This design comes from an exercise in tuning for small area, a short achievable clock period and few clock cycles per item on the open sky130 flow, not from production work. Function was not checked in any run shown here: the RTL went through the layout flow alone.

==> flow/config.mk <==
export PLATFORM = sky130hd
export DESIGN_NAME = amf_rx
export DESIGN_NICKNAME = amf_rx
export VERILOG_FILES = /design/flow/design.v
export SDC_FILE = /design/flow/constraint.sdc
export NUM_CORES = 4
export LEC_CHECK = 0
export ABC_AREA = 1
export CAP_MARGIN = 20
export CORE_MARGIN = 2
export CORE_UTILIZATION = 40
export SLEW_MARGIN = 20
==> flow/constraint.sdc <==
create_clock -name core_clock -period 35.0 [get_ports {clk}]
set_input_delay 7.0000 -clock core_clock [delete_from_list [all_inputs] [get_ports {clk}]]
set_output_delay 7.0000 -clock core_clock [all_outputs]
set_load 0.01 [all_outputs]
==> flow/design.v <==
module mul07_tree (input wire [23:0] ms, input wire sh, output wire [48:0] w);
    wire nsh = ~sh;
    wire t1 = ms[23] ^ ms[22];
    wire t2 = ms[23] & ms[22];
    wire t3 = ms[17] ^ ms[16];
    wire t4 = ms[17] & ms[16];
    wire t5 = ms[18] ^ ms[17] ^ ms[14];
    wire t6 = (ms[18] & ms[17]) | (ms[18] & ms[14]) | (ms[17] & ms[14]);
    wire t7 = ms[19] ^ ms[18] ^ ms[15];
    wire t8 = (ms[19] & ms[18]) | (ms[19] & ms[15]) | (ms[18] & ms[15]);
    wire t9 = ms[20] ^ ms[19] ^ ms[16];
    wire t10 = (ms[20] & ms[19]) | (ms[20] & ms[16]) | (ms[19] & ms[16]);
    wire t11 = ms[15] ^ ms[12];
    wire t12 = ms[15] & ms[12];
    wire t13 = ms[21] ^ ms[20] ^ ms[17];
    wire t14 = (ms[21] & ms[20]) | (ms[21] & ms[17]) | (ms[20] & ms[17]);
    wire t15 = ms[16] ^ ms[13] ^ ms[12];
    wire t16 = (ms[16] & ms[13]) | (ms[16] & ms[12]) | (ms[13] & ms[12]);
    wire t17 = ms[9] ^ ms[8];
    wire t18 = ms[9] & ms[8];
    wire t19 = ms[22] ^ ms[21] ^ ms[18];
    wire t20 = (ms[22] & ms[21]) | (ms[22] & ms[18]) | (ms[21] & ms[18]);
    wire t21 = ms[17] ^ ms[14] ^ ms[13];
    wire t22 = (ms[17] & ms[14]) | (ms[17] & ms[13]) | (ms[14] & ms[13]);
    wire t23 = ms[10] ^ ms[9] ^ ms[6];
    wire t24 = (ms[10] & ms[9]) | (ms[10] & ms[6]) | (ms[9] & ms[6]);
    wire t25 = ms[5] ^ ms[2];
    wire t26 = ms[5] & ms[2];
    wire t27 = ms[19] ^ ms[18] ^ ms[15];
    wire t28 = (ms[19] & ms[18]) | (ms[19] & ms[15]) | (ms[18] & ms[15]);
    wire t29 = ms[14] ^ ms[11] ^ ms[10];
    wire t30 = (ms[14] & ms[11]) | (ms[14] & ms[10]) | (ms[11] & ms[10]);
    wire t31 = ms[7] ^ ms[6] ^ ms[3];
    wire t32 = (ms[7] & ms[6]) | (ms[7] & ms[3]) | (ms[6] & ms[3]);
    wire t33 = ms[2] ^ ms[0] ^ nsh;
    wire t34 = (ms[2] & ms[0]) | (ms[2] & nsh) | (ms[0] & nsh);
    wire t35 = ms[23] ^ ms[20] ^ ms[19];
    wire t36 = (ms[23] & ms[20]) | (ms[23] & ms[19]) | (ms[20] & ms[19]);
    wire t37 = ms[16] ^ ms[15] ^ ms[12];
    wire t38 = (ms[16] & ms[15]) | (ms[16] & ms[12]) | (ms[15] & ms[12]);
    wire t39 = ms[11] ^ ms[8] ^ ms[7];
    wire t40 = (ms[11] & ms[8]) | (ms[11] & ms[7]) | (ms[8] & ms[7]);
    wire t41 = ms[4] ^ ms[3] ^ ms[1];
    wire t42 = (ms[4] & ms[3]) | (ms[4] & ms[1]) | (ms[3] & ms[1]);
    wire t43 = ms[21] ^ ms[20] ^ ms[17];
    wire t44 = (ms[21] & ms[20]) | (ms[21] & ms[17]) | (ms[20] & ms[17]);
    wire t45 = ms[16] ^ ms[13] ^ ms[12];
    wire t46 = (ms[16] & ms[13]) | (ms[16] & ms[12]) | (ms[13] & ms[12]);
    wire t47 = ms[9] ^ ms[8] ^ ms[5];
    wire t48 = (ms[9] & ms[8]) | (ms[9] & ms[5]) | (ms[8] & ms[5]);
    wire t49 = ms[22] ^ ms[21] ^ ms[18];
    wire t50 = (ms[22] & ms[21]) | (ms[22] & ms[18]) | (ms[21] & ms[18]);
    wire t51 = ms[17] ^ ms[14] ^ ms[13];
    wire t52 = (ms[17] & ms[14]) | (ms[17] & ms[13]) | (ms[14] & ms[13]);
    wire t53 = ms[10] ^ ms[9];
    wire t54 = ms[10] & ms[9];
    wire t55 = ms[23] ^ ms[22] ^ ms[19];
    wire t56 = (ms[23] & ms[22]) | (ms[23] & ms[19]) | (ms[22] & ms[19]);
    wire t57 = ms[18] ^ ms[15] ^ ms[14];
    wire t58 = (ms[18] & ms[15]) | (ms[18] & ms[14]) | (ms[15] & ms[14]);
    wire t59 = ms[11] ^ ms[10];
    wire t60 = ms[11] & ms[10];
    wire t61 = ms[23] ^ ms[20] ^ ms[19];
    wire t62 = (ms[23] & ms[20]) | (ms[23] & ms[19]) | (ms[20] & ms[19]);
    wire t63 = ms[16] ^ ms[15] ^ ms[12];
    wire t64 = (ms[16] & ms[15]) | (ms[16] & ms[12]) | (ms[15] & ms[12]);
    wire t65 = ms[21] ^ ms[20] ^ ms[17];
    wire t66 = (ms[21] & ms[20]) | (ms[21] & ms[17]) | (ms[20] & ms[17]);
    wire t67 = ms[22] ^ ms[21];
    wire t68 = ms[22] & ms[21];
    wire t69 = ms[23] ^ ms[22];
    wire t70 = ms[23] & ms[22];
    wire t71 = ms[12] ^ ms[11];
    wire t72 = ms[12] & ms[11];
    wire t73 = ms[13] ^ ms[12] ^ ms[9];
    wire t74 = (ms[13] & ms[12]) | (ms[13] & ms[9]) | (ms[12] & ms[9]);
    wire t75 = ms[8] ^ ms[5];
    wire t76 = ms[8] & ms[5];
    wire t77 = ms[14] ^ ms[13] ^ ms[10];
    wire t78 = (ms[14] & ms[13]) | (ms[14] & ms[10]) | (ms[13] & ms[10]);
    wire t79 = ms[9] ^ ms[6] ^ ms[5];
    wire t80 = (ms[9] & ms[6]) | (ms[9] & ms[5]) | (ms[6] & ms[5]);
    wire t81 = ms[15] ^ ms[14] ^ ms[11];
    wire t82 = (ms[15] & ms[14]) | (ms[15] & ms[11]) | (ms[14] & ms[11]);
    wire t83 = ms[10] ^ ms[7] ^ ms[6];
    wire t84 = (ms[10] & ms[7]) | (ms[10] & ms[6]) | (ms[7] & ms[6]);
    wire t85 = ms[16] ^ ms[15] ^ ms[12];
    wire t86 = (ms[16] & ms[15]) | (ms[16] & ms[12]) | (ms[15] & ms[12]);
    wire t87 = ms[11] ^ ms[8] ^ ms[7];
    wire t88 = (ms[11] & ms[8]) | (ms[11] & ms[7]) | (ms[8] & ms[7]);
    wire t89 = ms[4] ^ ms[3];
    wire t90 = ms[4] & ms[3];
    wire t91 = ms[13] ^ ms[12] ^ ms[9];
    wire t92 = (ms[13] & ms[12]) | (ms[13] & ms[9]) | (ms[12] & ms[9]);
    wire t93 = ms[8] ^ ms[5] ^ ms[4];
    wire t94 = (ms[8] & ms[5]) | (ms[8] & ms[4]) | (ms[5] & ms[4]);
    wire t95 = ms[1] ^ ms[0] ^ t3;
    wire t96 = (ms[1] & ms[0]) | (ms[1] & t3) | (ms[0] & t3);
    wire t97 = ms[13] ^ ms[10] ^ ms[9];
    wire t98 = (ms[13] & ms[10]) | (ms[13] & ms[9]) | (ms[10] & ms[9]);
    wire t99 = ms[6] ^ ms[5] ^ ms[2];
    wire t100 = (ms[6] & ms[5]) | (ms[6] & ms[2]) | (ms[5] & ms[2]);
    wire t101 = ms[1] ^ t4 ^ t5;
    wire t102 = (ms[1] & t4) | (ms[1] & t5) | (t4 & t5);
    wire t103 = ms[14] ^ ms[11] ^ ms[10];
    wire t104 = (ms[14] & ms[11]) | (ms[14] & ms[10]) | (ms[11] & ms[10]);
    wire t105 = ms[7] ^ ms[6] ^ ms[3];
    wire t106 = (ms[7] & ms[6]) | (ms[7] & ms[3]) | (ms[6] & ms[3]);
    wire t107 = ms[2] ^ t6 ^ t7;
    wire t108 = (ms[2] & t6) | (ms[2] & t7) | (t6 & t7);
    wire t109 = ms[11] ^ ms[8] ^ ms[7];
    wire t110 = (ms[11] & ms[8]) | (ms[11] & ms[7]) | (ms[8] & ms[7]);
    wire t111 = ms[4] ^ ms[3] ^ ms[0];
    wire t112 = (ms[4] & ms[3]) | (ms[4] & ms[0]) | (ms[3] & ms[0]);
    wire t113 = t8 ^ t9 ^ t11;
    wire t114 = (t8 & t9) | (t8 & t11) | (t9 & t11);
    wire t115 = ms[5] ^ ms[4] ^ ms[1];
    wire t116 = (ms[5] & ms[4]) | (ms[5] & ms[1]) | (ms[4] & ms[1]);
    wire t117 = ms[0] ^ t10 ^ t12;
    wire t118 = (ms[0] & t10) | (ms[0] & t12) | (t10 & t12);
    wire t119 = t13 ^ t15 ^ t17;
    wire t120 = (t13 & t15) | (t13 & t17) | (t15 & t17);
    wire t121 = ms[1] ^ sh ^ t14;
    wire t122 = (ms[1] & sh) | (ms[1] & t14) | (sh & t14);
    wire t123 = t16 ^ t18 ^ t19;
    wire t124 = (t16 & t18) | (t16 & t19) | (t18 & t19);
    wire t125 = t21 ^ t23 ^ t25;
    wire t126 = (t21 & t23) | (t21 & t25) | (t23 & t25);
    wire t127 = t1 ^ t20 ^ t22;
    wire t128 = (t1 & t20) | (t1 & t22) | (t20 & t22);
    wire t129 = t24 ^ t26 ^ t27;
    wire t130 = (t24 & t26) | (t24 & t27) | (t26 & t27);
    wire t131 = t29 ^ t31 ^ t33;
    wire t132 = (t29 & t31) | (t29 & t33) | (t31 & t33);
    wire t133 = t2 ^ t28 ^ t30;
    wire t134 = (t2 & t28) | (t2 & t30) | (t28 & t30);
    wire t135 = t32 ^ t34 ^ t35;
    wire t136 = (t32 & t34) | (t32 & t35) | (t34 & t35);
    wire t137 = t37 ^ t39 ^ t41;
    wire t138 = (t37 & t39) | (t37 & t41) | (t39 & t41);
    wire t139 = ms[4] ^ ms[2] ^ t36;
    wire t140 = (ms[4] & ms[2]) | (ms[4] & t36) | (ms[2] & t36);
    wire t141 = t38 ^ t40 ^ t42;
    wire t142 = (t38 & t40) | (t38 & t42) | (t40 & t42);
    wire t143 = t43 ^ t45 ^ t47;
    wire t144 = (t43 & t45) | (t43 & t47) | (t45 & t47);
    wire t145 = ms[6] ^ ms[5] ^ ms[3];
    wire t146 = (ms[6] & ms[5]) | (ms[6] & ms[3]) | (ms[5] & ms[3]);
    wire t147 = t44 ^ t46 ^ t48;
    wire t148 = (t44 & t46) | (t44 & t48) | (t46 & t48);
    wire t149 = t49 ^ t51 ^ t53;
    wire t150 = (t49 & t51) | (t49 & t53) | (t51 & t53);
    wire t151 = ms[7] ^ ms[6] ^ ms[4];
    wire t152 = (ms[7] & ms[6]) | (ms[7] & ms[4]) | (ms[6] & ms[4]);
    wire t153 = t50 ^ t52 ^ t54;
    wire t154 = (t50 & t52) | (t50 & t54) | (t52 & t54);
    wire t155 = t55 ^ t57 ^ t59;
    wire t156 = (t55 & t57) | (t55 & t59) | (t57 & t59);
    wire t157 = ms[11] ^ ms[8] ^ ms[7];
    wire t158 = (ms[11] & ms[8]) | (ms[11] & ms[7]) | (ms[8] & ms[7]);
    wire t159 = ms[5] ^ t56 ^ t58;
    wire t160 = (ms[5] & t56) | (ms[5] & t58) | (t56 & t58);
    wire t161 = t60 ^ t61 ^ t63;
    wire t162 = (t60 & t61) | (t60 & t63) | (t61 & t63);
    wire t163 = ms[16] ^ ms[13] ^ ms[12];
    wire t164 = (ms[16] & ms[13]) | (ms[16] & ms[12]) | (ms[13] & ms[12]);
    wire t165 = ms[9] ^ ms[8] ^ ms[6];
    wire t166 = (ms[9] & ms[8]) | (ms[9] & ms[6]) | (ms[8] & ms[6]);
    wire t167 = t62 ^ t64 ^ t65;
    wire t168 = (t62 & t64) | (t62 & t65) | (t64 & t65);
    wire t169 = ms[18] ^ ms[17] ^ ms[14];
    wire t170 = (ms[18] & ms[17]) | (ms[18] & ms[14]) | (ms[17] & ms[14]);
    wire t171 = ms[13] ^ ms[10] ^ ms[9];
    wire t172 = (ms[13] & ms[10]) | (ms[13] & ms[9]) | (ms[10] & ms[9]);
    wire t173 = ms[7] ^ t66 ^ t67;
    wire t174 = (ms[7] & t66) | (ms[7] & t67) | (t66 & t67);
    wire t175 = ms[19] ^ ms[18] ^ ms[15];
    wire t176 = (ms[19] & ms[18]) | (ms[19] & ms[15]) | (ms[18] & ms[15]);
    wire t177 = ms[14] ^ ms[11] ^ ms[10];
    wire t178 = (ms[14] & ms[11]) | (ms[14] & ms[10]) | (ms[11] & ms[10]);
    wire t179 = ms[8] ^ t68 ^ t69;
    wire t180 = (ms[8] & t68) | (ms[8] & t69) | (t68 & t69);
    wire t181 = ms[23] ^ ms[20] ^ ms[19];
    wire t182 = (ms[23] & ms[20]) | (ms[23] & ms[19]) | (ms[20] & ms[19]);
    wire t183 = ms[16] ^ ms[15] ^ ms[12];
    wire t184 = (ms[16] & ms[15]) | (ms[16] & ms[12]) | (ms[15] & ms[12]);
    wire t185 = ms[11] ^ ms[9] ^ t70;
    wire t186 = (ms[11] & ms[9]) | (ms[11] & t70) | (ms[9] & t70);
    wire t187 = ms[21] ^ ms[20] ^ ms[17];
    wire t188 = (ms[21] & ms[20]) | (ms[21] & ms[17]) | (ms[20] & ms[17]);
    wire t189 = ms[16] ^ ms[13] ^ ms[12];
    wire t190 = (ms[16] & ms[13]) | (ms[16] & ms[12]) | (ms[13] & ms[12]);
    wire t191 = ms[22] ^ ms[21] ^ ms[18];
    wire t192 = (ms[22] & ms[21]) | (ms[22] & ms[18]) | (ms[21] & ms[18]);
    wire t193 = ms[17] ^ ms[14];
    wire t194 = ms[17] & ms[14];
    wire t195 = ms[23] ^ ms[22] ^ ms[19];
    wire t196 = (ms[23] & ms[22]) | (ms[23] & ms[19]) | (ms[22] & ms[19]);
    wire t197 = ms[18] ^ ms[15];
    wire t198 = ms[18] & ms[15];
    wire t199 = ms[23] ^ ms[20] ^ ms[19];
    wire t200 = (ms[23] & ms[20]) | (ms[23] & ms[19]) | (ms[20] & ms[19]);
    wire t201 = ms[8] ^ ms[7];
    wire t202 = ms[8] & ms[7];
    wire t203 = ms[9] ^ ms[8] ^ ms[5];
    wire t204 = (ms[9] & ms[8]) | (ms[9] & ms[5]) | (ms[8] & ms[5]);
    wire t205 = ms[4] ^ ms[1];
    wire t206 = ms[4] & ms[1];
    wire t207 = ms[10] ^ ms[9] ^ ms[6];
    wire t208 = (ms[10] & ms[9]) | (ms[10] & ms[6]) | (ms[9] & ms[6]);
    wire t209 = ms[5] ^ ms[2] ^ ms[1];
    wire t210 = (ms[5] & ms[2]) | (ms[5] & ms[1]) | (ms[2] & ms[1]);
    wire t211 = ms[11] ^ ms[10] ^ ms[7];
    wire t212 = (ms[11] & ms[10]) | (ms[11] & ms[7]) | (ms[10] & ms[7]);
    wire t213 = ms[6] ^ ms[3] ^ ms[2];
    wire t214 = (ms[6] & ms[3]) | (ms[6] & ms[2]) | (ms[3] & ms[2]);
    wire t215 = ms[8] ^ ms[7] ^ ms[4];
    wire t216 = (ms[8] & ms[7]) | (ms[8] & ms[4]) | (ms[7] & ms[4]);
    wire t217 = ms[3] ^ ms[0] ^ t71;
    wire t218 = (ms[3] & ms[0]) | (ms[3] & t71) | (ms[0] & t71);
    wire t219 = ms[4] ^ ms[1] ^ ms[0];
    wire t220 = (ms[4] & ms[1]) | (ms[4] & ms[0]) | (ms[1] & ms[0]);
    wire t221 = t72 ^ t73 ^ t75;
    wire t222 = (t72 & t73) | (t72 & t75) | (t73 & t75);
    wire t223 = ms[2] ^ ms[1] ^ t74;
    wire t224 = (ms[2] & ms[1]) | (ms[2] & t74) | (ms[1] & t74);
    wire t225 = t76 ^ t77 ^ t79;
    wire t226 = (t76 & t77) | (t76 & t79) | (t77 & t79);
    wire t227 = ms[3] ^ ms[2] ^ t78;
    wire t228 = (ms[3] & ms[2]) | (ms[3] & t78) | (ms[2] & t78);
    wire t229 = t80 ^ t81 ^ t83;
    wire t230 = (t80 & t81) | (t80 & t83) | (t81 & t83);
    wire t231 = ms[0] ^ t82 ^ t84;
    wire t232 = (ms[0] & t82) | (ms[0] & t84) | (t82 & t84);
    wire t233 = t85 ^ t87 ^ t89;
    wire t234 = (t85 & t87) | (t85 & t89) | (t87 & t89);
    wire t235 = t86 ^ t88 ^ t90;
    wire t236 = (t86 & t88) | (t86 & t90) | (t88 & t90);
    wire t237 = t91 ^ t93 ^ t95;
    wire t238 = (t91 & t93) | (t91 & t95) | (t93 & t95);
    wire t239 = t92 ^ t94 ^ t96;
    wire t240 = (t92 & t94) | (t92 & t96) | (t94 & t96);
    wire t241 = t97 ^ t99 ^ t101;
    wire t242 = (t97 & t99) | (t97 & t101) | (t99 & t101);
    wire t243 = t98 ^ t100 ^ t102;
    wire t244 = (t98 & t100) | (t98 & t102) | (t100 & t102);
    wire t245 = t103 ^ t105 ^ t107;
    wire t246 = (t103 & t105) | (t103 & t107) | (t105 & t107);
    wire t247 = t104 ^ t106 ^ t108;
    wire t248 = (t104 & t106) | (t104 & t108) | (t106 & t108);
    wire t249 = t109 ^ t111 ^ t113;
    wire t250 = (t109 & t111) | (t109 & t113) | (t111 & t113);
    wire t251 = t110 ^ t112 ^ t114;
    wire t252 = (t110 & t112) | (t110 & t114) | (t112 & t114);
    wire t253 = t115 ^ t117 ^ t119;
    wire t254 = (t115 & t117) | (t115 & t119) | (t117 & t119);
    wire t255 = t116 ^ t118 ^ t120;
    wire t256 = (t116 & t118) | (t116 & t120) | (t118 & t120);
    wire t257 = t121 ^ t123 ^ t125;
    wire t258 = (t121 & t123) | (t121 & t125) | (t123 & t125);
    wire t259 = t122 ^ t124 ^ t126;
    wire t260 = (t122 & t124) | (t122 & t126) | (t124 & t126);
    wire t261 = t127 ^ t129 ^ t131;
    wire t262 = (t127 & t129) | (t127 & t131) | (t129 & t131);
    wire t263 = t128 ^ t130 ^ t132;
    wire t264 = (t128 & t130) | (t128 & t132) | (t130 & t132);
    wire t265 = t133 ^ t135 ^ t137;
    wire t266 = (t133 & t135) | (t133 & t137) | (t135 & t137);
    wire t267 = t134 ^ t136 ^ t138;
    wire t268 = (t134 & t136) | (t134 & t138) | (t136 & t138);
    wire t269 = t139 ^ t141 ^ t143;
    wire t270 = (t139 & t141) | (t139 & t143) | (t141 & t143);
    wire t271 = t140 ^ t142 ^ t144;
    wire t272 = (t140 & t142) | (t140 & t144) | (t142 & t144);
    wire t273 = t145 ^ t147 ^ t149;
    wire t274 = (t145 & t147) | (t145 & t149) | (t147 & t149);
    wire t275 = t146 ^ t148 ^ t150;
    wire t276 = (t146 & t148) | (t146 & t150) | (t148 & t150);
    wire t277 = t151 ^ t153 ^ t155;
    wire t278 = (t151 & t153) | (t151 & t155) | (t153 & t155);
    wire t279 = t152 ^ t154 ^ t156;
    wire t280 = (t152 & t154) | (t152 & t156) | (t154 & t156);
    wire t281 = t157 ^ t159 ^ t161;
    wire t282 = (t157 & t159) | (t157 & t161) | (t159 & t161);
    wire t283 = t158 ^ t160 ^ t162;
    wire t284 = (t158 & t160) | (t158 & t162) | (t160 & t162);
    wire t285 = t163 ^ t165 ^ t167;
    wire t286 = (t163 & t165) | (t163 & t167) | (t165 & t167);
    wire t287 = t164 ^ t166 ^ t168;
    wire t288 = (t164 & t166) | (t164 & t168) | (t166 & t168);
    wire t289 = t169 ^ t171 ^ t173;
    wire t290 = (t169 & t171) | (t169 & t173) | (t171 & t173);
    wire t291 = t170 ^ t172 ^ t174;
    wire t292 = (t170 & t172) | (t170 & t174) | (t172 & t174);
    wire t293 = t175 ^ t177 ^ t179;
    wire t294 = (t175 & t177) | (t175 & t179) | (t177 & t179);
    wire t295 = t176 ^ t178 ^ t180;
    wire t296 = (t176 & t178) | (t176 & t180) | (t178 & t180);
    wire t297 = t181 ^ t183 ^ t185;
    wire t298 = (t181 & t183) | (t181 & t185) | (t183 & t185);
    wire t299 = ms[10] ^ t182 ^ t184;
    wire t300 = (ms[10] & t182) | (ms[10] & t184) | (t182 & t184);
    wire t301 = t186 ^ t187 ^ t189;
    wire t302 = (t186 & t187) | (t186 & t189) | (t187 & t189);
    wire t303 = ms[13] ^ ms[11] ^ t188;
    wire t304 = (ms[13] & ms[11]) | (ms[13] & t188) | (ms[11] & t188);
    wire t305 = t190 ^ t191 ^ t193;
    wire t306 = (t190 & t191) | (t190 & t193) | (t191 & t193);
    wire t307 = ms[14] ^ ms[12] ^ t192;
    wire t308 = (ms[14] & ms[12]) | (ms[14] & t192) | (ms[12] & t192);
    wire t309 = t194 ^ t195 ^ t197;
    wire t310 = (t194 & t195) | (t194 & t197) | (t195 & t197);
    wire t311 = ms[16] ^ ms[15] ^ ms[13];
    wire t312 = (ms[16] & ms[15]) | (ms[16] & ms[13]) | (ms[15] & ms[13]);
    wire t313 = t196 ^ t198 ^ t199;
    wire t314 = (t196 & t198) | (t196 & t199) | (t198 & t199);
    wire t315 = ms[21] ^ ms[20] ^ ms[17];
    wire t316 = (ms[21] & ms[20]) | (ms[21] & ms[17]) | (ms[20] & ms[17]);
    wire t317 = ms[16] ^ ms[14] ^ t200;
    wire t318 = (ms[16] & ms[14]) | (ms[16] & t200) | (ms[14] & t200);
    wire t319 = ms[22] ^ ms[21] ^ ms[18];
    wire t320 = (ms[22] & ms[21]) | (ms[22] & ms[18]) | (ms[21] & ms[18]);
    wire t321 = ms[17] ^ ms[15];
    wire t322 = ms[17] & ms[15];
    wire t323 = ms[23] ^ ms[22] ^ ms[19];
    wire t324 = (ms[23] & ms[22]) | (ms[23] & ms[19]) | (ms[22] & ms[19]);
    wire t325 = ms[18] ^ ms[16];
    wire t326 = ms[18] & ms[16];
    wire t327 = ms[23] ^ ms[20] ^ ms[19];
    wire t328 = (ms[23] & ms[20]) | (ms[23] & ms[19]) | (ms[20] & ms[19]);
    wire t329 = ms[5] ^ ms[4];
    wire t330 = ms[5] & ms[4];
    wire t331 = ms[6] ^ ms[5] ^ ms[2];
    wire t332 = (ms[6] & ms[5]) | (ms[6] & ms[2]) | (ms[5] & ms[2]);
    wire t333 = ms[7] ^ ms[6] ^ ms[3];
    wire t334 = (ms[7] & ms[6]) | (ms[7] & ms[3]) | (ms[6] & ms[3]);
    wire t335 = ms[4] ^ ms[3] ^ ms[0];
    wire t336 = (ms[4] & ms[3]) | (ms[4] & ms[0]) | (ms[3] & ms[0]);
    wire t337 = ms[0] ^ t202 ^ t203;
    wire t338 = (ms[0] & t202) | (ms[0] & t203) | (t202 & t203);
    wire t339 = t204 ^ t206 ^ t207;
    wire t340 = (t204 & t206) | (t204 & t207) | (t206 & t207);
    wire t341 = t208 ^ t210 ^ t211;
    wire t342 = (t208 & t210) | (t208 & t211) | (t210 & t211);
    wire t343 = t212 ^ t214 ^ t215;
    wire t344 = (t212 & t214) | (t212 & t215) | (t214 & t215);
    wire t345 = t216 ^ t218 ^ t219;
    wire t346 = (t216 & t218) | (t216 & t219) | (t218 & t219);
    wire t347 = t220 ^ t222 ^ t223;
    wire t348 = (t220 & t222) | (t220 & t223) | (t222 & t223);
    wire t349 = t224 ^ t226 ^ t227;
    wire t350 = (t224 & t226) | (t224 & t227) | (t226 & t227);
    wire t351 = t228 ^ t230 ^ t231;
    wire t352 = (t228 & t230) | (t228 & t231) | (t230 & t231);
    wire t353 = t232 ^ t234 ^ t235;
    wire t354 = (t232 & t234) | (t232 & t235) | (t234 & t235);
    wire t355 = t236 ^ t238 ^ t239;
    wire t356 = (t236 & t238) | (t236 & t239) | (t238 & t239);
    wire t357 = t240 ^ t242 ^ t243;
    wire t358 = (t240 & t242) | (t240 & t243) | (t242 & t243);
    wire t359 = t244 ^ t246 ^ t247;
    wire t360 = (t244 & t246) | (t244 & t247) | (t246 & t247);
    wire t361 = t248 ^ t250 ^ t251;
    wire t362 = (t248 & t250) | (t248 & t251) | (t250 & t251);
    wire t363 = t252 ^ t254 ^ t255;
    wire t364 = (t252 & t254) | (t252 & t255) | (t254 & t255);
    wire t365 = t256 ^ t258 ^ t259;
    wire t366 = (t256 & t258) | (t256 & t259) | (t258 & t259);
    wire t367 = t260 ^ t262 ^ t263;
    wire t368 = (t260 & t262) | (t260 & t263) | (t262 & t263);
    wire t369 = t264 ^ t266 ^ t267;
    wire t370 = (t264 & t266) | (t264 & t267) | (t266 & t267);
    wire t371 = t268 ^ t270 ^ t271;
    wire t372 = (t268 & t270) | (t268 & t271) | (t270 & t271);
    wire t373 = t272 ^ t274 ^ t275;
    wire t374 = (t272 & t274) | (t272 & t275) | (t274 & t275);
    wire t375 = t276 ^ t278 ^ t279;
    wire t376 = (t276 & t278) | (t276 & t279) | (t278 & t279);
    wire t377 = t280 ^ t282 ^ t283;
    wire t378 = (t280 & t282) | (t280 & t283) | (t282 & t283);
    wire t379 = t284 ^ t286 ^ t287;
    wire t380 = (t284 & t286) | (t284 & t287) | (t286 & t287);
    wire t381 = t288 ^ t290 ^ t291;
    wire t382 = (t288 & t290) | (t288 & t291) | (t290 & t291);
    wire t383 = t292 ^ t294 ^ t295;
    wire t384 = (t292 & t294) | (t292 & t295) | (t294 & t295);
    wire t385 = t296 ^ t298 ^ t299;
    wire t386 = (t296 & t298) | (t296 & t299) | (t298 & t299);
    wire t387 = t300 ^ t302 ^ t303;
    wire t388 = (t300 & t302) | (t300 & t303) | (t302 & t303);
    wire t389 = t304 ^ t306 ^ t307;
    wire t390 = (t304 & t306) | (t304 & t307) | (t306 & t307);
    wire t391 = t308 ^ t310 ^ t311;
    wire t392 = (t308 & t310) | (t308 & t311) | (t310 & t311);
    wire t393 = t312 ^ t314 ^ t315;
    wire t394 = (t312 & t314) | (t312 & t315) | (t314 & t315);
    wire t395 = t316 ^ t318 ^ t319;
    wire t396 = (t316 & t318) | (t316 & t319) | (t318 & t319);
    wire t397 = t320 ^ t322 ^ t323;
    wire t398 = (t320 & t322) | (t320 & t323) | (t322 & t323);
    wire t399 = ms[17] ^ t324 ^ t326;
    wire t400 = (ms[17] & t324) | (ms[17] & t326) | (t324 & t326);
    wire t401 = ms[21] ^ ms[20] ^ ms[18];
    wire t402 = (ms[21] & ms[20]) | (ms[21] & ms[18]) | (ms[20] & ms[18]);
    wire t403 = ms[22] ^ ms[21];
    wire t404 = ms[22] & ms[21];
    wire t405 = ms[23] ^ ms[22];
    wire t406 = ms[23] & ms[22];
    wire t407 = ms[4] ^ ms[3];
    wire t408 = ms[4] & ms[3];
    wire t409 = ms[1] ^ ms[0] ^ t329;
    wire t410 = (ms[1] & ms[0]) | (ms[1] & t329) | (ms[0] & t329);
    wire t411 = ms[1] ^ t330 ^ t331;
    wire t412 = (ms[1] & t330) | (ms[1] & t331) | (t330 & t331);
    wire t413 = ms[2] ^ t332 ^ t333;
    wire t414 = (ms[2] & t332) | (ms[2] & t333) | (t332 & t333);
    wire t415 = t201 ^ t334 ^ t335;
    wire t416 = (t201 & t334) | (t201 & t335) | (t334 & t335);
    wire t417 = t205 ^ t336 ^ t337;
    wire t418 = (t205 & t336) | (t205 & t337) | (t336 & t337);
    wire t419 = t209 ^ t338 ^ t339;
    wire t420 = (t209 & t338) | (t209 & t339) | (t338 & t339);
    wire t421 = t213 ^ t340 ^ t341;
    wire t422 = (t213 & t340) | (t213 & t341) | (t340 & t341);
    wire t423 = t217 ^ t342 ^ t343;
    wire t424 = (t217 & t342) | (t217 & t343) | (t342 & t343);
    wire t425 = t221 ^ t344 ^ t345;
    wire t426 = (t221 & t344) | (t221 & t345) | (t344 & t345);
    wire t427 = t225 ^ t346 ^ t347;
    wire t428 = (t225 & t346) | (t225 & t347) | (t346 & t347);
    wire t429 = t229 ^ t348 ^ t349;
    wire t430 = (t229 & t348) | (t229 & t349) | (t348 & t349);
    wire t431 = t233 ^ t350 ^ t351;
    wire t432 = (t233 & t350) | (t233 & t351) | (t350 & t351);
    wire t433 = t237 ^ t352 ^ t353;
    wire t434 = (t237 & t352) | (t237 & t353) | (t352 & t353);
    wire t435 = t241 ^ t354 ^ t355;
    wire t436 = (t241 & t354) | (t241 & t355) | (t354 & t355);
    wire t437 = t245 ^ t356 ^ t357;
    wire t438 = (t245 & t356) | (t245 & t357) | (t356 & t357);
    wire t439 = t249 ^ t358 ^ t359;
    wire t440 = (t249 & t358) | (t249 & t359) | (t358 & t359);
    wire t441 = t253 ^ t360 ^ t361;
    wire t442 = (t253 & t360) | (t253 & t361) | (t360 & t361);
    wire t443 = t257 ^ t362 ^ t363;
    wire t444 = (t257 & t362) | (t257 & t363) | (t362 & t363);
    wire t445 = t261 ^ t364 ^ t365;
    wire t446 = (t261 & t364) | (t261 & t365) | (t364 & t365);
    wire t447 = t265 ^ t366 ^ t367;
    wire t448 = (t265 & t366) | (t265 & t367) | (t366 & t367);
    wire t449 = t269 ^ t368 ^ t369;
    wire t450 = (t269 & t368) | (t269 & t369) | (t368 & t369);
    wire t451 = t273 ^ t370 ^ t371;
    wire t452 = (t273 & t370) | (t273 & t371) | (t370 & t371);
    wire t453 = t277 ^ t372 ^ t373;
    wire t454 = (t277 & t372) | (t277 & t373) | (t372 & t373);
    wire t455 = t281 ^ t374 ^ t375;
    wire t456 = (t281 & t374) | (t281 & t375) | (t374 & t375);
    wire t457 = t285 ^ t376 ^ t377;
    wire t458 = (t285 & t376) | (t285 & t377) | (t376 & t377);
    wire t459 = t289 ^ t378 ^ t379;
    wire t460 = (t289 & t378) | (t289 & t379) | (t378 & t379);
    wire t461 = t293 ^ t380 ^ t381;
    wire t462 = (t293 & t380) | (t293 & t381) | (t380 & t381);
    wire t463 = t297 ^ t382 ^ t383;
    wire t464 = (t297 & t382) | (t297 & t383) | (t382 & t383);
    wire t465 = t301 ^ t384 ^ t385;
    wire t466 = (t301 & t384) | (t301 & t385) | (t384 & t385);
    wire t467 = t305 ^ t386 ^ t387;
    wire t468 = (t305 & t386) | (t305 & t387) | (t386 & t387);
    wire t469 = t309 ^ t388 ^ t389;
    wire t470 = (t309 & t388) | (t309 & t389) | (t388 & t389);
    wire t471 = t313 ^ t390 ^ t391;
    wire t472 = (t313 & t390) | (t313 & t391) | (t390 & t391);
    wire t473 = t317 ^ t392 ^ t393;
    wire t474 = (t317 & t392) | (t317 & t393) | (t392 & t393);
    wire t475 = t321 ^ t394 ^ t395;
    wire t476 = (t321 & t394) | (t321 & t395) | (t394 & t395);
    wire t477 = t325 ^ t396 ^ t397;
    wire t478 = (t325 & t396) | (t325 & t397) | (t396 & t397);
    wire t479 = t327 ^ t398 ^ t399;
    wire t480 = (t327 & t398) | (t327 & t399) | (t398 & t399);
    wire t481 = t328 ^ t400 ^ t401;
    wire t482 = (t328 & t400) | (t328 & t401) | (t400 & t401);
    wire t483 = ms[19] ^ t402 ^ t403;
    wire t484 = (ms[19] & t402) | (ms[19] & t403) | (t402 & t403);
    wire t485 = ms[20] ^ t404 ^ t405;
    wire t486 = (ms[20] & t404) | (ms[20] & t405) | (t404 & t405);
    wire t487 = ms[23] ^ ms[21] ^ t406;
    wire t488 = (ms[23] & ms[21]) | (ms[23] & t406) | (ms[21] & t406);
    wire [48:0] ra = {1'b0, 1'b0, ms[23], ms[22], t486, t484, t482, t480, t478, t476, t474, t472, t470, t468, t466, t464, t462, t460, t458, t456, t454, t452, t450, t448, t446, t444, t442, t440, t438, t436, t434, t432, t430, t428, t426, t424, t422, t420, t418, t416, t414, t412, t410, t408, ms[0], ms[3], ms[2], ms[1], ms[0]};
    wire [48:0] rb = {1'b0, 1'b0, 1'b0, t488, t487, t485, t483, t481, t479, t477, t475, t473, t471, t469, t467, t465, t463, t461, t459, t457, t455, t453, t451, t449, t447, t445, t443, t441, t439, t437, t435, t433, t431, t429, t427, t425, t423, t421, t419, t417, t415, t413, t411, t409, t407, ms[2], ms[1], ms[0], 1'b0};
    assign w = ra + rb;
endmodule
module filt_step (
    input  wire [30:0] s,
    input  wire        hs,        
    input  wire [7:0]  te,
    input  wire [23:0] tm,
    output wire [30:0] y,
    output wire        hy         
);
    wire [7:0]  es  = s[30:23];
    wire [23:0] ms  = {hs, s[22:0]};
    wire        big = es > 8'd1;
    wire        p47 = ms >= 24'hB6DB6E;         
    wire        sh  = big & ~p47;               
    wire [48:0] w;
    mul07_tree u_tree (.ms(ms), .sh(sh), .w(w));
    wire [7:0]  esf = big ? es : 8'd1;
    wire [7:0]  eh  = esf - {7'd0, sh};
    wire        hge = eh >= te;
    wire [24:0] mh  = sh ? w[47:23] : w[48:24];    
    wire [7:0]  da  = eh - te;
    wire        fa  = da > 8'd27;
    wire [27:0] tx  = {1'b0, tm, 3'b000};
    wire [27:0] ts  = tx >> da[4:0];
    wire        tl  = fa ? (|tm) : (|(tx & ~(28'hFFFFFFF << da[4:0])));
    wire [27:0] tz  = fa ? {27'd0, tl} : {ts[27:1], ts[0] | tl};
    wire [7:0]  db  = te - esf + 8'd1;
    wire        fb  = db > 8'd28;
    wire [28:0] hx  = {w[48:24], w[23] & sh, 3'b000};
    wire [28:0] hsh = hx >> db[4:0];
    wire        hl  = fb ? (|hx) : (|(hx & ~(29'h1FFFFFFF << db[4:0])));
    wire [27:0] hz  = fb ? {27'd0, hl} : {hsh[27:1], hsh[0] | hl};
    wire [24:0] xa  = hge ? mh : {1'b0, tm};
    wire [27:0] zb  = hge ? tz : hz;
    wire [7:0]  ex  = hge ? eh : te;
    wire [2:0]  low = zb[2:0];
    wire [25:0] ya  = {1'b0, xa} + {1'b0, zb[27:3]};
    wire [26:0] yc  = {1'b0, xa, 1'b1} + {1'b0, zb[27:3], 1'b1};
    wire [25:0] yb  = yc[26:1];                 
    wire        ovf = ya[24];
    wire        inc0 = low[2] & (low[1] | low[0] | ya[0]);
    wire        inc1 = ya[0] & ((|low) | ya[1]);
    wire [24:0] m0  = inc0 ? yb[24:0] : ya[24:0];
    wire [24:0] m1  = inc1 ? yb[25:1] : ya[25:1];
    wire [24:0] mn  = ovf ? m1 : m0;
    wire [7:0]  exm = ex - 8'd1;
    wire [7:0]  ex1 = ex + 8'd1;
    wire [7:0]  ex2 = ex + 8'd2;
    wire [1:0]  eup = {1'b0, ovf} + (mn[24] ? 2'd2 : {1'b0, mn[23]});
    wire [7:0]  ey  = (eup == 2'd0) ? exm : (eup == 2'd1) ? ex : (eup == 2'd2) ? ex1 : ex2;
    assign y  = {ey, mn[22:0]};
    assign hy = (ex != 8'd1) | ovf | mn[24] | mn[23];
endmodule
module mul03 (
    input  wire [30:0] x,
    output wire [7:0]  e,
    output wire [23:0] m
);
    wire [7:0]  ex  = x[30:23];
    wire [23:0] mx  = {ex != 8'd0, x[22:0]};
    wire        q47 = mx >= 24'hD55555;         
    wire        lo  = ex < 8'd2;
    wire        e2  = ex == 8'd2;
    wire [25:0] mx2 = lo ? {2'b00, mx} : (e2 | q47) ? {1'b0, mx, 1'b0} : {mx, 2'b00};
    wire [29:0] b9  = {4'd0, mx2} + {1'b0, mx2, 3'b000};
    wire [33:0] b153 = {4'd0, b9} + {b9, 4'd0};
    wire [49:0] q   = {16'd0, b153} + {8'd0, b153, 8'd0} + {b153, 16'd0} + {24'd0, mx2};
    wire [23:0] mt  = q[48:25];
    wire        g   = q[24];
    wire        st  = |mx2[22:0];                 
    wire        inc = g & (st | mt[0]);
    wire [24:0] mr  = {1'b0, mt} + {24'd0, inc};
    wire [7:0]  er  = (lo | e2) ? 8'd1 : (q47 ? ex - 8'd1 : ex - 8'd2);
    assign m = mr[24] ? 24'h800000 : mr[23:0];
    assign e = mr[24] ? er + 8'd1 : er;
endmodule
module amf_rx (
    input  wire        clk,
    input  wire        rst,
    input  wire        in_valid,
    output wire        in_ready,
    input  wire [31:0] sample,
    output reg         frm_valid,
    output wire [63:0] frm_payload,
    output reg         frm_crc_ok
);
    assign in_ready = 1'b1;
    reg        m_valid;
    reg [30:0] m_r;
    always @(posedge clk) begin
        m_valid <= in_valid & ~rst;
        m_r     <= sample[30:0];
    end
    reg        t_valid;
    reg [7:0]  t_e;
    reg [23:0] t_m;
    wire [7:0]  te_next;
    wire [23:0] tm_next;
    mul03 u_new (.x(m_r), .e(te_next), .m(tm_next));
    always @(posedge clk) begin
        t_valid <= m_valid & ~rst;
        t_e     <= te_next;
        t_m     <= tm_next;
    end
    reg  [30:0] smoothed;
    reg         smoothed_h;      
    wire        smoothed_h_next;
    reg  [4:0]  decim_count;
    reg         fwd_valid;
    wire [30:0] smoothed_next;
    filt_step u_filt (.s(smoothed), .hs(smoothed_h), .te(t_e), .tm(t_m),
                      .y(smoothed_next), .hy(smoothed_h_next));
    always @(posedge clk) begin
        if (rst) begin
            smoothed    <= 31'd0;
            smoothed_h  <= 1'b0;
            decim_count <= 5'd0;
            fwd_valid   <= 1'b0;
        end else begin
            fwd_valid <= t_valid && decim_count == 5'd16;
            if (t_valid) begin
                smoothed    <= smoothed_next;
                smoothed_h  <= smoothed_h_next;
                decim_count <= (decim_count == 5'd16) ? 5'd0 : decim_count + 5'd1;
            end
        end
    end
    wire        chip_valid;
    wire        chip;
    peak_ser u_peak (.clk(clk), .rst(rst), .start(fwd_valid), .v(smoothed),
                     .chip(chip), .chip_valid(chip_valid));
    localparam [1:0] LOW_A = 2'd0, LOW_B = 2'd1, HIGH_A = 2'd2, HIGH_B = 2'd3;
    localparam [15:0] X48A = 16'h807B;    
    localparam [11:0] X48Q = 12'h913;     
    reg        last_chip;
    reg  [2:0] since_edge;
    reg  [1:0] phase;
    reg [47:0] frame;           
    reg  [3:0] ones;            
    reg [15:0] rem_a;           
    reg [11:0] rem_q;           
    wire [2:0] since_next = (chip != last_chip) ? 3'd1 : since_edge + 3'd1;
    wire       mid_bit    = (since_next == 3'd4);
    wire       emit       = chip_valid && mid_bit && phase[0];
    wire       d          = phase[1];
    wire       match      = ~frame[47] && (ones == 4'd15);
    reg [1:0] phase_next;
    always @* begin
        case (phase)
            LOW_A:   phase_next = chip ? HIGH_B : LOW_A;
            LOW_B:   phase_next = chip ? HIGH_A : LOW_A;
            HIGH_A:  phase_next = chip ? HIGH_A : LOW_B;
            default: phase_next = chip ? HIGH_A : LOW_A;
        endcase
    end
    wire [16:0] ra  = {rem_a, d};
    wire [15:0] ra1 = (ra[16] ? ra[15:0] ^ 16'h8005 : ra[15:0]) ^ (frame[47] ? X48A : 16'd0);
    wire [12:0] rq  = {rem_q, d};
    wire [11:0] rq1 = (rq[12] ? rq[11:0] ^ 12'h805 : rq[11:0]) ^ (frame[47] ? X48Q : 12'd0);
    wire [3:0]  brand = frame[46:43];
    wire        crc_next = (brand == 4'd2 || brand == 4'd10) ? (rq1 == 12'd0 && frame[2:0] == 3'd0 && ~d)
                                                           : (ra1 == 16'd0);
    always @(posedge clk) begin
        if (rst) begin
            last_chip  <= 1'b0;
            since_edge <= 3'd0;
            phase      <= LOW_A;
        end else if (chip_valid) begin
            last_chip  <= chip;
            since_edge <= since_next;
            if (mid_bit)
                phase <= phase_next;
        end
    end
    always @(posedge clk) begin
        if (rst || frm_valid) begin
            frame     <= 48'd0;
            ones      <= 4'd0;
            rem_a     <= 16'd0;
            rem_q     <= 12'd0;
            frm_valid <= 1'b0;
        end else if (emit) begin
            frame     <= {frame[46:0], d};
            ones      <= frame[47] ? ones + {3'd0, ones != 4'd15} : 4'd0;
            rem_a     <= ra1;
            rem_q     <= rq1;
            frm_valid <= match;
        end
    end
    always @(posedge clk)
        frm_crc_ok <= crc_next;
    assign frm_payload = {16'hFFFE, frame};
endmodule
module peak_ser (
    input  wire        clk,
    input  wire        rst,
    input  wire        start,
    input  wire [30:0] v,
    output reg         chip,
    output reg         chip_valid
);
    localparam [25:0] FLOOR = 26'hAAAAAB;       
    localparam [25:0] ONE   = 26'h2000000;
    reg  [25:0] ook_max;        
    reg  [25:0] cr;             
    reg         busy;
    reg  [3:0]  cnt;
    reg         vsmall, c_ge_f, c_gt_q, dhi, fl, thi;
    reg         bo;             
    reg         gt;             
    reg  [1:0]  zc;             
    reg         zz;             
    wire [7:0]  ve = v[30:23];
    wire [25:0] c  = (ve >= 8'd127) ? ONE :
                     (ve == 8'd126) ? {1'b0, 1'b1, v[22:0], 1'b0} :
                                      {2'b00, 1'b1, v[22:0]};
    wire        first = cnt == 4'd0;
    wire [25:0] delta = dhi ? 26'd3356 : 26'd3355;
    wire [1:0]  dk    = delta[{cnt, 1'b0} +: 2];
    wire [2:0]  dt    = {1'b0, ook_max[1:0]} - {1'b0, dk} - {2'b00, bo};
    wire [1:0]  dd    = dt[1:0];
    wire [1:0]  cc    = cr[1:0];
    wire        gt_n  = (cc > dd) | ((cc == dd) & gt);
    wire [1:0]  z4c   = first ? 2'b00 : cr[25:24];
    wire        dprev = ~first & ook_max[25];
    wire [1:0]  znd   = ~dd;
    wire [1:0]  zn2d  = {~dd[0], ~dprev};
    wire [1:0]  zk    = thi ? (first ? 2'b10 : 2'b11) : 2'b00;
    wire [3:0]  zs    = {2'b00, z4c} + {2'b00, znd} + {2'b00, zn2d} + {2'b00, zk} + {2'b00, zc};
    wire [3:0]  zt    = {2'b00, cr[25:24]} + 4'd3 + {2'b00, 1'b1, ~ook_max[25]} + {2'b00, thi, thi} + {2'b00, zc};
    wire        zsign = zt[2] ^ thi;           
    wire [2:0]  ztop  = {zsign, zt[1:0]};
    wire        zeq   = zz & (ztop == 3'd0);
    wire        zpos  = ~zsign & ~zeq;
    wire        gt_d  = zpos | (zeq & (thi ? cr[1] : cr[0]));
    wire        take  = ~vsmall & (fl ? c_ge_f : gt);
    wire        chp   = take | (~vsmall & (fl ? c_gt_q : gt_d));
    always @(posedge clk) begin
        if (rst) begin
            ook_max    <= FLOOR;
            busy       <= 1'b0;
            chip_valid <= 1'b0;
        end else begin
            chip_valid <= 1'b0;
            if (start) begin
                busy   <= 1'b1;
                cnt    <= 4'd0;
                cr     <= c;
                vsmall <= ve < 8'd125;
                c_ge_f <= c >= FLOOR;
                c_gt_q <= c > 26'h800000;      
                dhi    <= ook_max >= 26'd16780572;    
                fl     <= ook_max < 26'd11188166;     
                thi    <= ook_max >= 26'd22372978;    
                bo     <= 1'b0;
                gt     <= 1'b0;
                zc     <= 2'd0;
                zz     <= 1'b1;
            end else if (busy) begin
                if (cnt != 4'd13) begin
                    cnt     <= cnt + 4'd1;
                    cr      <= {cr[1:0], cr[25:2]};
                    ook_max <= {dd, ook_max[25:2]};
                    bo      <= dt[2];
                    gt      <= gt_n;
                    zc      <= zs[3:2];
                    zz      <= zz & (zs[1:0] == 2'd0);
                end else begin
                    busy       <= 1'b0;
                    chip       <= chp;
                    chip_valid <= 1'b1;
                    ook_max    <= take ? cr : (fl ? FLOOR : ook_max);
                end
            end
        end
    end
endmodule
==> flow/flow/run.sh <==
#!/bin/bash
# The standard layout, with repair_timing asked for extra setup slack so
# that the gates on the filter loop are sized for speed.  The SDC (clock
# period, I/O delays) is the standard flow's own and is not touched.
set -euo pipefail
export SETUP_SLACK_MARGIN=24
bash standard.sh > standard.log 2>&1
==> flow/standard.sh <==
#!/bin/bash
# synth_recipe.tcl (not shown) runs the flow's synth.tcl, then flattens the netlist and writes it again
# the make line also repeats each setting of config.mk as NAME=value (left out here)
make -C /OpenROAD-flow-scripts/flow DESIGN_CONFIG=/design/flow/config.mk WORK_HOME=/design/flow/orfs CLKGATE_MAP_FILE= SYNTH_SCRIPT=/design/flow/synth_recipe.tcl "${@:-finish}"
==> metrics.md, run 1 <==
| Metric | Value |
|---|---|
| Status | finished clean |
| EDFF count, synth | 42 |
| DR DRC count | 0 |
| Final setup viols | 0 |
| Clock Tree Root | clkbuf_16 |
| Starting Density | 0.403 |
| DP HPWL | 90,700 um |
| Synth top area share | 0.128 |
| Tightest Hold Check Type | reg -> reg |
| Max-slew violation count | 0 |
| Total Routing Usage GR | 0.246 |
| Worst slew margin | 0.206 |
| CTS tree | built |
| Dpl cell area | 0.0362 mm2 |
| Critical path peak fanout | 23 |
| Layout fillers | 9,037 |
| Seq/Total Area, Yosys | 0.165 |
| Vias per inst | 5.32 |
| Drt wl/cell | 17.7 um |
| Routed wire length | 113,000 um |
| Minimum clock period | 10.50 ns |
| Crit-path leading delay family | adder cells |
| Layout Cell Area excl Fill | 0.0386 mm2 |
| Number of distinct library cells after synthesis | 72 |
| Most frequent cells in the layout | nand2_1, inv_1, nor2_1 |
| Clk sinks | 261 |
| CP Data Required Time | 35.47 ns |
| Worst-path clk slew | 0.06 ns |
| RSZ-0062 raised after global routing | false |
| Number of CTS-inserted buffers | 29 |
| Die ar. | 0.0881 mm2 |
| Placeable Area | 0.0851 mm2 |
| Gr ovfl total | 0 |
| Final Hold Fails | 0 |
| Drt pass-1 iters | 8 |
| Max stage delay cell, worst path | fa_1 |
| Row Count | 107 |
| Largest area contributor in the netlist | dfxtp_1 |
| Vias | 33,910 |
| Horiz. Die Dim | 297 um |
| Max-cap violations | 0 |
| Synth Flop Type | dfxtp_1 |
| Arr. time, crit path | 10.97 ns |
| Seq cells post-synth | 261 |
| Vias in the first global route | 32,153 |
| Largest net degree at the start of global routing | 78 |
| Crit-path most repeated cell | inv_1 |
| Post-synth ARST share | 0 |
| Port Buffers | 83 |
| Number of I/O pins | 102 |
| Area growth from synthesis to layout | 12.3% |
| CP Class | reg -> reg |
| Worst path bufs/invs | 14 |
| Chip Height | 297 um |
| RePlAce Congestion | 0.976 |
| Most common cell after layout, fill and taps aside | nand2_1 |
| Slew @ Worst Pin | 1.18 ns |
| Dominant cells by area after synthesis | dfxtp_1, fa_1, ha_1 |
| Later-pin clock latency in the skew report | 0.61 ns |
| Layout cells sized above 1 | 0.0760 |
| Max Fclk | 95.2 MHz |
| Setup TNS | 0 ns |
| Nets | 5,749 |
| CTS H-Tree Depth | 1 |
| Fin crit share | 0.300 |
| Clock tree buffer depth | 3 |
| First-pass GRT wire length | 176,000 um |
| Avg Cell Area, Syn | 6.67 um2 |
| Synth Cell Area | 0.0343 mm2 |
| Initial antenna violation count | 0 |
| Synth warn | 2 |
| Post-DRT Antenna Nets | 0 |
| Clock Skews | 0.0537 ns |
| Cells after synthesis | 5,148 |
| Startpoint Class | flop |
| Worst setup EP type | flop |
| First DRT Iteration DRCs | 2,460 |
| CP peak stage delay | 0.57 ns |
| # hold bufs at CTS | 0 |
-- per-layer routing --
| metal | GRT usage | vias up | wire length (um) |
|---|---|---|---|
| met5 | 0 | - | 0 |
| li1 | - | 17011 | - |
| met2 | 0.424 | 887 | 54000 |
| met1 | 0.323 | 15805 | 49600 |
| met3 | 0.0232 | 207 | 5130 |
| met4 | 0.0788 | 0 | 4130 |
-- cell type report --
class / instances / area, um2 / area share
antenna: 1 / 2.50 / 0.0000649
clock buffer: 38 / 769 / 0.0200
clock inverter: 16 / 106 / 0.00276
inverter: 913 / 3470 / 0.0899
multi-input combinational: 3832 / 25500 / 0.662
sequential: 261 / 5690 / 0.148
tap: 1144 / 1430 / 0.0371
timing repair buffer: 173 / 1530 / 0.0398
timing repair inverter: 2 / 13.8 / 0.000357
-- sequential cells by signal, summed over array words and instances, names as in the netlist, 4 cells and up --
name	cells
m_r	31
ones	4
smoothed	31
decim_count	5
u_peak.cnt	4
t_e	8
frame	48
rem_q	12
u_peak.ook_max	26
rem_a	16
t_m	24
u_peak.cr	26
-- final timing paths --
kind	start	endpoint	slack (ns)	cells after the start
worst max-delay path	smoothed[17]	smoothed[26]	24.50	56
worst min-delay path	m_valid	t_valid	0.45	2
worst max register to register	smoothed[17]	smoothed[26]	24.50	56
worst min register to register	m_valid	t_valid	0.45	2
-- metrics by stage --
step	cells	setup WS, ns	hold WS [ns]	util
finish	6380	24.50	0.450	0.453
global route	6379	23.90	0.480	0.453
CTS	6335	24.00	0.464	0.440
detailed placement	6265	21.80	0.455	0.426
global placement	6265	21.84	0.459	0.426
floorplan	5165	25.17	0.388	-
-- cells by family (layout without fill, tap and decap cells) --
| logic type | after synthesis | in the layout | synth area share |
|---|---|---|---|
| flip-flops | 261 | 261 | 0.165 |
| adder cells (fa/ha/maj) | 502 | 502 | 0.229 |
| XOR/XNOR | 190 | 190 | 0.0487 |
| other | 2 | 20 | 0.000219 |
| AO/OA/AOI/OAI | 1161 | 1161 | 0.192 |
| AND/OR/NAND/NOR | 1945 | 1950 | 0.242 |
| multiplexers | 10 | 10 | 0.00292 |
| buffers and inverters | 1077 | 1142 | 0.120 |
-- tightest hold or removal path, delay by kind of cell (launching register included) --
kind                   cells  cell delay (ns)
and+or+nand+nor            1             0.03
buffers and inverters      1             0.05
DFF                        1             0.32
-- cell usage after synthesis, drive strengths merged, types with 3 or more instances --
cell type / n
nand3: 249
clkinv: 4
a211oi: 9
or2: 16
o22ai: 49
inv: 909
a22oi: 21
o221ai: 25
a32o: 25
a31oi: 34
dfxtp: 219
xor2: 139
nor4: 38
o21bai: 16
a21o: 10
a21oi: 413
o21ai: 467
ha: 291
nor3b: 3
buf: 31
xnor2: 51
o21a: 20
o211ai: 30
o32ai: 6
and2: 5
nand3b: 4
nor2: 536
nand2: 949
nor3: 73
a221oi: 10
edfxtp: 42
mux2i: 10
clkbuf: 133
nand4: 67
o31ai: 10
fa: 211
-- what timing repair did --
action,4_1_cts,5_1_grt
cloned,3,4
pin swaps,8,36
setup buffers,13,40
gates resized for setup,62,175
setup endpoints to repair,59,35
==> run 2: changes to the inputs <==
--- a/flow/flow/run.sh
+++ b/flow/flow/run.sh
@@ -4,4 +4,5 @@
 # period, I/O delays) is the standard flow's own and is not touched.
 set -euo pipefail
-export SETUP_SLACK_MARGIN=24
+export SETUP_SLACK_MARGIN=27
+
 bash standard.sh > standard.log 2>&1
==> metrics.md, run 2 <==
| Metric | Value |
|---|---|
| Die ar. | 0.0881 mm2 (unchanged) |
| Clk sinks | 261 (unchanged) |
| Max stage delay cell, worst path | dfxtp_2 (was fa_1) |
| Count leader, synth | nand2_1 (unchanged) |
| Critical path peak fanout | 8 (was 23) |
| Starting Density | 0.403 (unchanged) |
| Total Routing Usage GR | 0.261 (was 0.246) |
| Layout cells sized above 1 | 0.226 (was 0.0760) |
| Inst Count DP | 6,261 (was 6,265) |
| Slew @ Worst Pin | 0.890 ns (was 1.18 ns) |
| CTS tree | built (unchanged) |
| Worst slew margin | 0.406 (was 0.206) |
| Largest net degree at the start of global routing | 78 (unchanged) |
| Most flop-heavy register | frame (unchanged) |
| Max-slew violation count | 0 (unchanged) |
| Port Buffers | 83 (unchanged) |
| Seq/Total Area, Yosys | 0.165 (unchanged) |
| Row Count | 107 (unchanged) |
| Vias per inst | 5.41 (was 5.32) |
| Drt pass-1 iters | 6 (was 8) |
| Startpoint Class | flop (unchanged) |
| RSZ-0062 raised after global routing | true (was false) |
| Placeable Area | 0.0851 mm2 (unchanged) |
| Synth warn | 2 (unchanged) |
| Max Fclk | 103 MHz (was 95.2 MHz) |
| GRT met1 Usage | 0.337 (was 0.323) |
| Status | finished clean (unchanged) |
| Tightest Hold Check Type | reg -> reg (unchanged) |
| Clock tree buffer depth | 3 (unchanged) |
| Regs by FF count | frame (48), m_r (31), smoothed (31) (unchanged) |
| Post-synth ARST share | 0 (unchanged) |
| CP Data Required Time | 35.53 ns (was 35.47 ns) |
| Multi-input gate area | 0.0283 mm2 (was 0.0255 mm2) |
| Most common cell after layout, fill and taps aside | inv_1 (was nand2_1) |
| Clock Tree Root | clkbuf_16 (unchanged) |
| DR DRC count | 0 (unchanged) |
| CP peak stage delay | 0.34 ns (was 0.57 ns) |
| Reg area | 0.00580 mm2 (was 0.00569 mm2) |
| Number of distinct library cells after synthesis | 72 (unchanged) |
| Clock Skews | 0.0588 ns (was 0.0537 ns) |
| DP HPWL | 91,800 um (was 90,700 um) |
| Chip Height | 297 um (unchanged) |
| Most frequent cells in the layout | inv_1, nand2_1, nor2_1 (was nand2_1, inv_1, nor2_1) |
| Synth top area share | 0.128 (unchanged) |
| Layout Cell Area excl Fill | 0.0439 mm2 (was 0.0386 mm2) |
| Final setup viols | 0 (unchanged) |
| EDFF count, synth | 42 (unchanged) |
| Setup TNS | 0 ns (unchanged) |
| Largest area contributor in the netlist | dfxtp_1 (unchanged) |
| Register-to-register setup slack | 25.32 ns (was 24.50 ns) |
| Met2 Use GR | 0.452 (was 0.424) |
| Fin crit share | 0.277 (was 0.300) |
| Avg Cell Area, Syn | 6.67 um2 (unchanged) |
| Gr ovfl total | 0 (unchanged) |
| Number of I/O pins | 102 (unchanged) |
| Post-DRT Antenna Nets | 0 (unchanged) |
| Vias | 35,968 (was 33,910) |
| Drt wl/cell | 18.3 um (was 17.7 um) |
| First-pass GRT wire length | 186,000 um (was 176,000 um) |
| CTS H-Tree Depth | 1 (unchanged) |
| CP Class | reg -> reg (unchanged) |
| Max-cap violations | 0 (unchanged) |
| Ant. Diodes | 0 (was 1) |
| Area growth from synthesis to layout | 28.0% (was 12.3%) |
| Dominant cells by area after synthesis | dfxtp_1, fa_1, ha_1 (unchanged) |
| Vias in the first global route | 33,837 (was 32,153) |
| First DRT Iteration DRCs | 2,879 (was 2,460) |
| Worst-path clk slew | 0.06 ns (about the same) |
| Most instantiated cells after synthesis | nand2_1, inv_1, nor2_1 (unchanged) |
| Met3 usage | 0.0219 (was 0.0232) |
| Later-pin clock latency in the skew report | 0.62 ns (was 0.61 ns) |
| Layout fillers | 8,472 (was 9,037) |
| Synth Cell Area | 0.0343 mm2 (unchanged) |
| Synth Flop Type | dfxtp_1 (unchanged) |
| Nets | 6,021 (was 5,749) |
| Most used routing layer | met2 (unchanged) |
| Worst setup EP type | flop (unchanged) |
| Initial antenna violation count | 1 (was 0) |
| Horiz. Die Dim | 297 um (unchanged) |
| Dpl cell area | 0.0366 mm2 (was 0.0362 mm2) |
| Final Hold Fails | 0 (unchanged) |
| Max FFs per register | 48 (unchanged) |
| Number of CTS-inserted buffers | 28 (was 29) |
| Routed wire length | 122,000 um (was 113,000 um) |
| Minimum clock period | 9.68 ns (was 10.50 ns) |
| Cells after synthesis | 5,148 (unchanged) |
| Seq cells post-synth | 261 (unchanged) |
| Post-route insts no fill | 6,649 (was 6,380) |
| RePlAce Congestion | 0.984 (was 0.976) |
| Arr. time, crit path | 10.22 ns (was 10.97 ns) |
[run 2: final cells by class]
class,count,share of cell area
Multi-Input combinational cell,3832,0.645
Sequential cell,261,0.132
Timing Repair Buffer,439,0.0889
Inverter,913,0.0798
Tap cell,1144,0.0326
Clock buffer,41,0.0180
Timing Repair inverter,9,0.00202
Clock inverter,10,0.00197
[run 2: cells by family after synthesis]
kind of cell,after synthesis,share of synthesized area
compound gates,1161,0.192
xor+xnor,190,0.0487
fa+ha+maj,502,0.229
buf+inv,1077,0.120
flops,261,0.165
mux,10,0.00292
other cells,2,0.000219
simple gates,1945,0.242
[run 2: routing by layer]
metal / wire length, um / vias up
li1: - / 17537
met1: 51300 / 17045
met2: 58400 / 1074
met3: 6030 / 310
met4: 5990 / 2
met5: 13 / -
[run 2: critical path, delay by kind of cell (launching register included)]
family / cells / cell delay, ns
and+or+nand+nor: 33 / 3.42
AOI/OAI and AO/OA: 17 / 2.61
adders and majority gates: 6 / 1.56
buffers and inverters: 11 / 1.06
xor gates and xnor gates: 4 / 0.59
DFF: 1 / 0.34
[run 2: path summary, 6_finish.rpt]
kind                               from  cells past startpoint  endpoint
worst max register to register  m_r[23]                     71    t_e[0]
worst max-delay path            m_r[23]                     71    t_e[0]
worst min-delay path            m_valid                      2   t_valid
worst min register to register  m_valid                      2   t_valid
[run 2: stage by stage]
step	setup slack [ns]	util	hold WS, ns
global placement	22.86	0.430	0.460
CTS	25.62	0.495	0.468
finish	25.32	0.516	0.466
global route	24.74	0.516	0.474
floorplan	26.11	-	0.388
detailed placement	22.76	0.430	0.460
[run 2: what timing repair did]
action                     in CTS  in global routing
pin swaps                     233                183
gates resized for setup       898                254
setup buffers                 246                 74
cloned                         14                  3
setup endpoints to repair     148                209
hold buffers                    0                  0
==> run 3: changes to the inputs <==
==> flow/flow/run.sh (replaced) <==
#!/bin/bash
# The standard layout, with repair_timing asked for extra setup slack so
# that the gates on the filter loop are sized for speed, and allowed to pick
# any drive strength (not only cells of the same footprint).  The SDC (clock
# period, I/O delays) is the standard flow's own and is not touched.
set -euo pipefail
export SETUP_SLACK_MARGIN=24
export MAKEFLAGS="MATCH_CELL_FOOTPRINT=0"
bash standard.sh > standard.log 2>&1
==> metrics.md, run 3 <==
| Metric | Value |
|---|---|
| Status | finished clean (unchanged) |
| Clock Tree Root | clkbuf_16 (unchanged) |
| Final setup viols | 0 (unchanged) |
| First-pass GRT wire length | 176,000 um (was 186,000 um) |
| Vias per inst | 5.32 (was 5.41) |
| Vias in the first global route | 32,153 (was 33,837) |
| EDFF count, synth | 42 (unchanged) |
| Row Count | 107 (unchanged) |
| Startpoint Class | flop (unchanged) |
| Chip Height | 297 um (unchanged) |
| Routed wire length | 113,000 um (was 122,000 um) |
| Worst-path clk slew | 0.06 ns (about the same) |
| Initial antenna violation count | 0 (was 1) |
| Critical path peak fanout | 23 (was 8) |
| Largest net degree at the start of global routing | 78 (unchanged) |
| Synth Area in Compound Gates | 0.192 (unchanged) |
| Vias | 33,910 (was 35,968) |
| Count leader, synth | nand2_1 (unchanged) |
| Largest area contributor in the netlist | dfxtp_1 (unchanged) |
| Minimum clock period | 10.50 ns (was 9.68 ns) |
| Register-to-register setup slack | 24.50 ns (was 25.32 ns) |
| DP HPWL | 90,700 um (was 91,800 um) |
| Number of CTS-inserted buffers | 29 (was 28) |
| CTS tree | built (unchanged) |
| Number of distinct library cells after synthesis | 72 (unchanged) |
| Max stage delay cell, worst path | fa_1 (was dfxtp_2) |
| Tightest Hold Check Type | reg -> reg (unchanged) |
| Synth Cell Area | 0.0343 mm2 (unchanged) |
| Most instantiated cells after synthesis | nand2_1, inv_1, nor2_1 (unchanged) |
| Max-cap violations | 0 (unchanged) |
| Main combinational cell family by area after synthesis | simple AND/OR/NAND/NOR gates (unchanged) |
| Avg Cell Area, Syn | 6.67 um2 (unchanged) |
| RSZ-0062 raised after global routing | false (was true) |
| Xor/xnor cell area share of the yosys netlist | 0.0487 (unchanged) |
| Synth Flop Type | dfxtp_1 (unchanged) |
| Reg2reg path depth | 56 (was 71) |
| Worst Hold Slack | 0.450 ns (was 0.466 ns) |
| Post-synth ARST share | 0 (unchanged) |
| Post-DRT Antenna Nets | 0 (unchanged) |
| Max-slew violation count | 0 (unchanged) |
| Synth top area share | 0.128 (unchanged) |
| Clock tree buffer depth | 3 (unchanged) |
| Drt wl/cell | 17.7 um (was 18.3 um) |
| Starting Density | 0.403 (unchanged) |
==> run 3: cell count changes in the layout (fill, tap and decap cells not counted), moves of 43 or more <==
cell,before,now
inv_2,53,10
buf_4,308,85
a21oi_1,316,386
nand2_2,86,39
buf_6,80,3
a21oi_2,80,22
clkdlybuf4s50_1,32,82
dfxtp_2,57,8
ha_1,208,274
inv_1,837,890
o21ai_0,346,419
nand2_1,836,906
dfxtp_1,140,202
ha_4,61,8
==> run 3: logic make-up after synthesis <==
logic type / count (synthesis)
fa+ha+maj: 502
other cells: 2
buf+inv: 1077
compound gates: 1161
mux: 10
xor+xnor: 190
simple gates: 1945
flops: 261
==> run 3: final cells by class <==
cell class                      instances  area, um2
Clock inverter                         16        106
Fill cell                            9037      46600
Clock buffer                           38        769
Tap cell                             1144       1430
Timing Repair inverter                  2       13.8
Multi-Input combinational cell       3832      25500
Antenna cell                            1       2.50
Inverter                              913       3470
Sequential cell                       261       5690
Timing Repair Buffer                  173       1530
==> run 3: worst paths after layout <==
path,start,end
setup reg to reg,smoothed[17],smoothed[26]
setup / recovery,smoothed[17],smoothed[26]
hold / removal,m_valid,t_valid
hold reg to reg,m_valid,t_valid
==> run 3: timing repair <==
action | 4_1_cts | 5_1_grt
gates resized for setup | 63 | 175
pin swaps | 8 | 36
setup buffers | 13 | 40
cloned | 3 | 4
endpoints found under the setup margin | 59 | 35
==> run 3: worst max-delay path, delay by kind of cell (launching register included) <==
kind | cells | cell delay [ns]
AOI/OAI and AO/OA | 19 | 2.91
and+or+nand+nor | 11 | 1.17
DFF | 1 | 0.49
buffers and inverters | 14 | 1.14
xor gates and xnor gates | 2 | 0.62
adders and majority gates | 10 | 4.02
==> run 3: per-layer routing <==
layer | global-route usage | up-vias | part of all wire
met5 | 0 | - | 0
met4 | 0.0788 | 0 | 0.037
met3 | 0.0232 | 207 | 0.045
met2 | 0.424 | 887 | 0.48
met1 | 0.323 | 15805 | 0.44
li1 | - | 17011 | -
==> run 3: per-stage QoR <==
step	setup WS, ns	std cells	utilization	area, um2
after detailed placement	21.80	6265	0.426	36200
after floorplan	25.17	5165	-	34400
final	24.50	6380	0.453	38600
after CTS	24.00	6335	0.440	37400
after global placement	21.84	6265	0.426	36200
after global routing	23.90	6379	0.453	38500

static timing again, ports no longer ideal:
The flow's constraints put no driver on any port. The routed layouts listed below were extracted and timed again, unchanged, in two steps.
Step 1 assumes that a clkbuf_16 drives the clock port and a buf_2 every other input.
Step 2 adds t to the input delays and takes it off the output delays; t is the mean of the earliest and latest rising clock arrival at the registers after step 1. Input paths then give back, and output paths get back, about the clock's delay inside the block.
Three values: ideal, step 1, step 2; two values: the first two.
| run | t, ns | setup slack, ns | clock arrival spread, ns | worst register clock-pin slew, ns | pins driven straight from the clock port |
|---|---|---|---|---|---|
| run 1 | 0.648 | 24.496 / 24.496 / 24.496 | 0.054 / 0.054 | 0.08 / 0.08 | 1 |
| run 2 | 0.660 | 25.316 / 25.316 / 25.316 | 0.059 / 0.059 | 0.08 / 0.08 | 1 |
| run 3 | 0.648 | 24.496 / 24.496 / 24.496 | 0.054 / 0.054 | 0.08 / 0.08 | 1 |
After both steps setup and hold are still met in every run listed.
